Context: an optimization exercise on an open-source flow, tuned for small area. The choices shown serve that exercise and are no tape-out recipe. Power is estimated from default activity; no workload was simulated.

==> run R <==
// hsv_cycle_core
module hsv_cycle_core (
    input  wire        clk,
    input  wire        rst,           
    input  wire        cmd_valid,
    output wire        cmd_ready,
    input  wire [63:0] cmd_data,
    output wire        rsp_valid,
    input  wire        rsp_ready,
    output wire [63:0] rsp_data,
    output wire        chw_valid,
    input  wire        chw_ready,
    output wire [17:0] chw_data
);
Settings: LEC_CHECK=0, CAP_MARGIN=20, CORE_MARGIN=2, CORE_UTILIZATION=40, CTS_BUF_LIST=sky130_fd_sc_hd__clkbuf_8, SLEW_MARGIN=20; clock period 120.0 ns.
standard.sh (not shown) runs the stock make flow with config.mk's settings and CLKGATE_MAP_FILE= SYNTH_SCRIPT=/design/flow/synth_recipe.tcl, a recipe that flattens the netlist after the stock synthesis.
==> flow/flow/run.sh <==
#!/bin/bash
# The standard layout (standard.sh, unchanged synthesis and steps) with two
# settings of its own:
#  - port buffers: buf_1 instead of the default choice (every input and output
#    port still gets its own buffer);
#  - clock tree: clkbuf_8 buffers, no dummy loads.
# Each tool's output is in standard.log (and ORFS's per-step logs under orfs/logs).
set -o pipefail
export BUFFER_PORTS_ARGS="-buffer_cell sky130_fd_sc_hd__buf_1"
export CTS_ARGS="-sink_clustering_enable -repair_clock_nets -buf_list sky130_fd_sc_hd__clkbuf_8 -dont_use_dummy_load"
bash standard.sh > standard.log 2>&1
==> run K: changes against run R <==
--- a/flow/design.v
+++ b/flow/design.v
@@ -19,21 +19,23 @@
     localparam [3:0] S_MUL  = 4'd5;    
     localparam [3:0] S_D1   = 4'd6;    
     localparam [3:0] S_D2   = 4'd7;    
     localparam [3:0] S_RHO  = 4'd8;    
     localparam [3:0] S_DR   = 4'd9;    
     localparam [3:0] S_DQ   = 4'd10;   
+    localparam [3:0] S_CLP  = 4'd11;   
     localparam [3:0] S_SH   = 4'd12;   
     localparam [3:0] S_ACC  = 4'd13;   
     localparam [3:0] S_CHW  = 4'd14;   
     localparam [3:0] S_RSP  = 4'd15;   
     reg [3:0]  st;
     reg [4:0]  cnt;
     reg [4:0]  ph;                
     reg [1:0]  ch;
     reg        wph;               
+    reg        fresh;             
     reg        post;              
     reg [1:0]  code;
     reg        inited;
     reg [2:0]  err;               
     reg [31:0] seed;              
     reg [8:0]  hue;
@@ -46,26 +48,24 @@
     reg [7:0]  C;
     reg [2:0]  region;
     reg [2:0]  S;
     reg        cy;
     reg [1:0]  kc;
     reg        bw;
-    reg        clp;               
     wire [3:0] op      = cmd_data[63:60];
     wire       is_init = (op == 4'h1);
     wire       is_adv  = (op == 4'h2);
     wire       is_ns   = (op == 4'h3);
     wire       is_conv = (op == 4'h4);
     wire       is_clmp = (op == 4'h5);
     wire       is_rd   = (op == 4'h6);
     wire [3:0] n       = cmd_data[3:0];
     wire zA = ~|cmd_data[59:48];
     wire zB = ~|cmd_data[47:32];
     wire zC = ~|cmd_data[31:25];
-    wire zD1 = ~|cmd_data[24:15];
-    wire zD = zD1 & ~|cmd_data[14:4];
+    wire zD = ~|cmd_data[24:4];
     wire zE = ~|cmd_data[3:0];
     reg illegal;
     always @(*) begin
         case (op)
             4'h1:       illegal = ~zA;
             4'h2, 4'h3: illegal = ~(zA & zB & zC & zD & zE);
@@ -111,52 +111,56 @@
     wire src_v  = s_zero | (src == 2'd0);
     wire src_p  = ~s_zero & (src == 2'd1);
     wire src_w  = ~src_v & ~src_p;
     wire kind_r = s_zero | (color == 2'd0);
     wire kind_g = ~kind_r & (color == 2'd1);
     wire kind_b = ~kind_r & ~kind_g;
-    wire [3:0] hidx = ~cnt[3:0];                
+    wire [3:0] hidx = (st == S_DIV) ? ~cnt[3:0] : cnt[3:0];    
     reg        hbit;
     always @(*) begin
         case (hidx)
             4'd0: hbit = h_src[0];
             4'd1: hbit = h_src[1];
             4'd2: hbit = h_src[2];
             4'd3: hbit = h_src[3];
             4'd4: hbit = h_src[4];
             4'd5: hbit = h_src[5];
             4'd6: hbit = h_src[6];
             4'd7: hbit = h_src[7];
-            4'd8: hbit = h_src[8];
-            default: hbit = 1'b0;
+            default: hbit = h_src[8];
         endcase
     end
     wire       cbit = cmd_data[cnt];
-    wire [5:0] rh   = ((st == S_DIV) && (cnt[3:0] == 4'd0)) ? 6'd0 : C[6:1];
-    wire [6:0] rr   = {rh, hbit};
+    wire [6:0] rr   = {((cnt[3:0] == 4'd7) ? 6'd0 : C[5:0]), hbit};
     wire       q60  = rr[6] | (rr[5] & rr[4] & rr[3] & rr[2]);     
+    reg  [3:0] rq;                                                  
+    always @(*) begin
+        case (rr[6:2])
+            5'd15: rq = 4'd0;   5'd16: rq = 4'd1;   5'd17: rq = 4'd2;
+            5'd18: rq = 4'd3;   5'd19: rq = 4'd4;   5'd20: rq = 4'd5;
+            5'd21: rq = 4'd6;   5'd22: rq = 4'd7;   5'd23: rq = 4'd8;
+            5'd24: rq = 4'd9;   5'd25: rq = 4'd10;  5'd26: rq = 4'd11;
+            5'd27: rq = 4'd12;  5'd28: rq = 4'd13;  default: rq = 4'd14;
+        endcase
+    end
+    wire [6:0] rr2  = q60 ? {1'b0, rq, rr[1:0]} : rr;
     wire       in_ld  = (st == S_LD);
     wire       in_mul = (st == S_MUL);
     wire       in_d1  = (st == S_D1);
     wire       in_d2  = (st == S_D2);
     wire       do_rem = in_ld & src_w;
-    wire       rd_hsv = is_rd & ((n[2:0] == 3'd2) | (n[2:0] == 3'd5) | (n[2:0] == 3'd6));
-    wire       sel_s  = in_idle ? n[0] : in_ld ? ~src_v : (~src_p & ~wph);
+    wire       sel_s  = (st == S_FILL) ? n[0] : in_ld ? ~src_v : (~src_p & ~wph);
     wire [7:0] A      = sel_s ? s_src : v_src;
-    wire       gate_a = (in_ld & ~src_w) | (in_mul & C[0]) | (in_idle & is_rd & n[2]);
+    wire       gate_a = (in_ld & ~src_w) | (in_mul & C[0]);
     wire [7:0] H      = P[31:24];   
-    wire       in_div = (st == S_DIV);
-    wire       in_idle = (st == S_IDLE);             
-    wire [7:0] aa     = (in_div | do_rem) ? {rh, hbit & in_div, 1'b0} :
-                        in_idle ? (is_rd & n[2] ? 8'd0 : hue[7:0]) :
+    wire [7:0] aa     = do_rem ? {C[5:0], 2'b00} :
                         (((in_mul & (cnt != 5'd0)) | in_d1 | in_d2) ? H : 8'd0);
-    wire [7:0] bb     = in_div ? {q60, 3'b000, q60, 3'b000} :
-                        in_d1  ? C :
-                        do_rem ? {3'd0, C[7:3]} :
+    wire [7:0] bb     = in_d1  ? C :
+                        do_rem ? {4'd0, C[5:2]} :
                         (gate_a ? A : 8'd0);
-    wire       cin    = in_d1 | (in_d2 & cy) | (in_idle & ~is_rd & hstep);
+    wire       cin    = in_d1 | (in_d2 & cy);
     wire [8:0] asum   = {1'b0, aa} + {1'b0, bb} + {8'd0, cin};
     wire       inv_ld = in_ld ? (src_p | (src_w & ~region[0])) : (src_w & ~wph);
     wire [3:0] t     = cnt[3:0];
     wire       c255  = &C;
     wire       w12   = ~(t[3] & t[2] & (t[1] | t[0]));    
     wire       w13   = ~(t[3] & t[2] & t[1]);             
@@ -216,13 +220,13 @@
             3'd1: spd_nxt = 3'd2;
             3'd2: spd_nxt = 3'd3;
             3'd3: spd_nxt = 3'd4;
             default: spd_nxt = 3'd5;
         endcase
     end
-    wire       ovf   = ~(zC & zD1);             
+    wire       ovf   = |cmd_data[31:15];
     wire       lt3   = (cnt[4:2] == 3'd0) & ~(cnt[1] & cnt[0]);
     wire       lt4   = (cnt[4:2] == 3'd0);
     wire [3:0] status = {err, inited};
     reg        fbit;
     always @(*) begin
         fbit = 1'b0;
@@ -232,16 +236,16 @@
             else if (is_ns)
                 fbit = lt3 & spd_new[cnt[1:0]];
             else if (is_rd) begin
                 case (n[2:0])
                     3'd0:    fbit = lt4 & status[cnt[1:0]];
                     3'd1:    fbit = seed[0];
-                    3'd2:    fbit = (cnt[4:3] == 2'b00) ? C[0] : ((cnt[4:0] == 5'd8) & hue[8]);
+                    3'd2:    fbit = (cnt[4] == 1'b0) & (~cnt[3] | (cnt[2:0] == 3'd0)) & hbit;
                     3'd3:    fbit = lt3 & stepc[cnt[1:0]];
                     3'd4:    fbit = lt3 & speed[cnt[1:0]];
-                    default: fbit = (cnt[4:3] == 2'd0) & C[0];
+                    default: fbit = (cnt[4:3] == 2'd0) & A[cnt[2:0]];
                 endcase
             end
         end
     end
     reg  [2:0] sc_inc;
     always @(*) begin
@@ -251,25 +255,26 @@
             3'd2: sc_inc = 3'd3;
             3'd3: sc_inc = 3'd4;
             default: sc_inc = 3'd5;
         endcase
     end
     wire       hstep  = (sc_inc == speed);
-    wire [8:0] hs_inc = {hue[8] ^ asum[8], asum[7:0]};
+    wire [8:0] hs_inc = hue + {8'd0, hstep};
     wire       wrap   = hstep & (hue == 9'd359);
     wire       need_ph = is_init | is_ns | is_rd | (is_adv & wrap);
     reg        p_slot, p_all, p_b;
     always @(*) begin
         p_slot = 1'b0;
         p_all  = 1'b0;
         p_b    = 1'b0;
         case (st)
             S_FILL: begin p_all = 1'b1; p_b = fbit; end
             S_SH:   p_all = 1'b1;
             S_DR:   begin p_slot = 1'b1; p_b = C[1] & (t != 4'd15); end
-            S_DQ:   begin p_slot = 1'b1; p_b = clp ? (t != 4'd15) : qb; end
+            S_DQ:   begin p_slot = 1'b1; p_b = qb; end
+            S_CLP:  begin p_slot = 1'b1; p_b = (t != 4'd15); end
             default: ;
         endcase
     end
     always @(posedge clk) begin
         if (in_mul) begin
             P[31:24] <= asum[8:1];
@@ -283,27 +288,26 @@
     always @(posedge clk) begin
         seed <= {(st == S_STEP) ? step_bit : seed[0], seed[31:1]};
         ph   <= rst ? 5'd0 : ph + 5'd1;
     end
     wire last_ch = (ch == 2'd2);
     always @(posedge clk) begin
-        begin
+        if (rst) begin
+            st     <= S_IDLE;
+            inited <= 1'b0;
+            err    <= 3'b000;
+        end else begin
             cnt <= cnt + 5'd1;
-            C   <= {C[0], C[7:1]};
-            cy  <= (st == S_STEP) ? gbit : (st == S_DQ) ? qcy : asum[8];
-            kc  <= xs[2:1];
-            bw  <= zbw;
             case (st)
                 S_IDLE: begin
                     cnt   <= 5'd0;
                     ch    <= 2'd0;
                     wph   <= 1'b0;
                     post  <= 1'b0;
                     if (cmd_valid && (!need_ph || ph == 5'd31)) begin
                         r8 <= 8'd0;
-                        C  <= asum[7:0];             
                         if (illegal) begin
                             err[0] <= 1'b1;
                             code   <= 2'd1;
                             st     <= S_FILL;
                         end else if (not_init) begin
                             err[2] <= 1'b1;
@@ -326,143 +330,153 @@
                                 stepc <= hstep ? 3'd0 : sc_inc;
                                 hue   <= wrap ? 9'd0 : hs_inc;
                                 st    <= wrap ? S_STEP : S_ACC;
                             end else if (is_ns) begin
                                 st <= S_STEP;
                             end else if (is_conv) begin
-                                cnt <= 5'd0;
+                                cnt <= 5'd7;
                                 st  <= S_DIV;
                             end else begin
                                 st <= S_FILL;
                             end
                         end
                     end
                 end
                 S_STEP: begin
+                    cy <= gbit;
                     S  <= smod;
                     if (cnt == 5'd31) begin
                         if (!is_ns)
                             speed <= spd_nxt;
                         st <= is_adv ? S_ACC : S_FILL;
                     end
                 end
                 S_FILL: begin
                     if (cnt == 5'd31)
                         st <= S_ACC;
                 end
                 S_DIV: begin
-                    C      <= asum[7:0];
+                    C      <= {1'b0, rr2};
                     region <= {region[1:0], q60};
                     if (cnt == 5'd15) begin
                         cnt   <= 5'd0;
+                        fresh <= 1'b1;
                         st    <= S_LD;
                     end
                 end
                 S_LD: begin
                     cnt   <= 5'd0;
-                    begin
+                    fresh <= 1'b0;
+                    if (src_w && !fresh) begin
+                        cnt <= 5'd7;
+                        st  <= S_DIV;
+                    end else begin
                         C <= asum[7:0] ^ {8{inv_ld}};
                         if (src_v && !post && ch == 2'd0) begin
-                            r8  <= asum[7:0];
-                            ch  <= 2'd1;
-                            cnt <= 5'd0;
-                            st  <= S_DIV;
+                            r8 <= asum[7:0];
+                            ch <= 2'd1;
                         end else
                             st <= src_v ? (kind_r ? S_DR : S_RHO) : S_MUL;
                     end
                 end
                 S_MUL: begin
                     C <= {asum[0], C[7:1]};
                     if (cnt == 5'd7)
                         st <= S_D1;
                 end
                 S_D1: begin
+                    cy <= asum[8];
                     st <= S_D2;
                 end
                 S_D2: begin
                     C   <= asum[7:0] ^ {8{inv_ld}};
                     cnt <= 5'd0;
                     if (src_w && !wph) begin
                         wph <= 1'b1;
                         st  <= S_MUL;
                     end else if (!post && ch == 2'd0) begin
                         r8  <= asum[7:0];
                         ch  <= 2'd1;
                         wph <= 1'b0;
-                        cnt <= 5'd0;
-                        st  <= S_DIV;
+                        st  <= S_LD;
                     end else begin
                         wph <= 1'b0;
                         st  <= kind_r ? S_DR : S_RHO;
                     end
                 end
                 S_RHO: begin
+                    C <= {C[0], C[7:1]};
                     S <= smod;
-                    if (cnt == 5'd0)    
-                        clp <= kind_b & C[7] & C[6] & C[5] & (C[4] | C[3]);
                     if (cnt == 5'd7) begin
                         cnt <= 5'd0;
                         st  <= S_DQ;
                     end
                 end
                 S_DR: begin
+                    C <= {C[0], C[7:1]};
                     if (cnt == 5'd15) begin
                         cnt <= 5'd0;
                         st  <= (!post && last_ch) ? S_ACC : S_SH;
                     end
                 end
                 S_DQ: begin
+                    C  <= {C[0], C[7:1]};
+                    kc <= xs[2:1];
+                    bw <= zbw;
+                    cy <= qcy;
+                    if (cnt == 5'd15) begin
+                        cnt <= 5'd0;
+                        if (kind_b && qb)
+                            st <= S_CLP;
+                        else
+                            st <= (!post && last_ch) ? S_ACC : S_SH;
+                    end
+                end
+                S_CLP: begin
                     if (cnt == 5'd15) begin
                         cnt <= 5'd0;
                         st  <= (!post && last_ch) ? S_ACC : S_SH;
                     end
                 end
                 S_SH: begin
                     if (cnt == 5'd15) begin
                         cnt <= 5'd0;
                         if (post) begin
                             st <= wph ? S_RSP : S_CHW;
                         end else begin
-                            ch  <= ch + 2'd1;
-                            cnt <= 5'd0;
-                            st  <= S_DIV;
+                            ch <= ch + 2'd1;
+                            st <= S_LD;
                         end
                     end
                 end
                 S_ACC: begin
-                    cnt  <= 5'd0;
+                    cnt  <= 5'd7;
                     ch   <= 2'd0;
                     post <= 1'b1;
                     st   <= (is_adv && code == 2'd0) ? S_DIV : S_RSP;
                 end
                 S_CHW: begin
                     cnt <= 5'd0;
                     wph <= 1'b0;
                     if (chw_ready) begin
                         if (last_ch) begin
                             wph <= 1'b1;
                             st  <= S_SH;
                         end else begin
-                            ch  <= ch + 2'd1;
-                            cnt <= 5'd0;
-                            st  <= S_DIV;
+                            ch <= ch + 2'd1;
+                            st <= S_LD;
                         end
                     end
                 end
                 S_RSP: begin
                     if (rsp_ready)
                         st <= S_IDLE;
                 end
                 default: st <= S_IDLE;
             endcase
         end
-        if (rst) begin
-            st     <= S_IDLE;
-            inited <= 1'b0;
-            err    <= 3'b000;
-        end
     end
     assign cmd_ready = (st == S_ACC);
     assign rsp_valid = (st == S_RSP);
     assign rsp_data  = {2'b00, code, 13'd0, r8, r8[7:1], P};
     assign chw_data  = {ch, 1'b0, P[14:0]};                 
     assign chw_valid = (st == S_CHW);
==> flow/run.sh (new file) <==
#!/bin/bash
# synth_recipe.tcl (not shown) runs the flow's synth.tcl, then flattens the netlist and writes it again
# the make line also repeats each setting of config.mk as NAME=value (left out here)
make -C /OpenROAD-flow-scripts/flow DESIGN_CONFIG=/design/flow/config.mk WORK_HOME=/design/flow/orfs CLKGATE_MAP_FILE= SYNTH_SCRIPT=/design/flow/synth_recipe.tcl finish
removed: flow/flow/run.sh
removed: flow/standard.sh
==> results.txt <==
status no timing/DRC/antenna violations; Area Growth Syn to Fin 18.8%; GP Congestion 0.939; Pwr Total 0.241 mW; Cell Int Power 0.137 mW; vias in the first global route 7998; clock buf count 19; gr usage total 23.3%; Comb. pwr 0.122 mW
-- figures above: run K

==> results.txt <==
status no timing/DRC/antenna violations; CP endpoint hue[8]; gr usage total 22.6%; CP endpoint kind flip-flop; vias in the first global route between 7000 and 8000; Pwr Total 0.231 mW; Comb. pwr 0.119 mW; Cell Int Power 0.126 mW; clock buf count 17
-- figures above: run R

Function was not checked in any run of this note: the RTL went through the layout flow alone.

## afterwards: timing with drivers on the ports
Ports are ideal in the flow. The routed layouts listed here were re-timed in OpenROAD. Step 1 sets driving cells, clkbuf_16 on the clock port and buf_2 on the other inputs (assumed; they add their load-dependent delay and slew). Step 2 moves the port delays by t, midway between the first and last clock arrival at a register: inputs arrive t later, outputs are due t later. That takes back most of the time a late clock gives input paths. Three values: no drivers, after step 1, after step 2; two values: the first two.
run	t, ns	setup WS [ns]	slew at the worst register clock pin (ns)	pins driven straight from the clock port
run R	0.494	90.698 / 90.712 / 90.218	0.09 / 0.09	1
run K	0.504	90.291 / 90.316 / 89.812	0.10 / 0.10	1
After both steps setup and hold are still met in every run listed. For run R, which loses most, drivers alone change the setup slack by +0.014 ns; drivers and shift together by -0.480 ns.
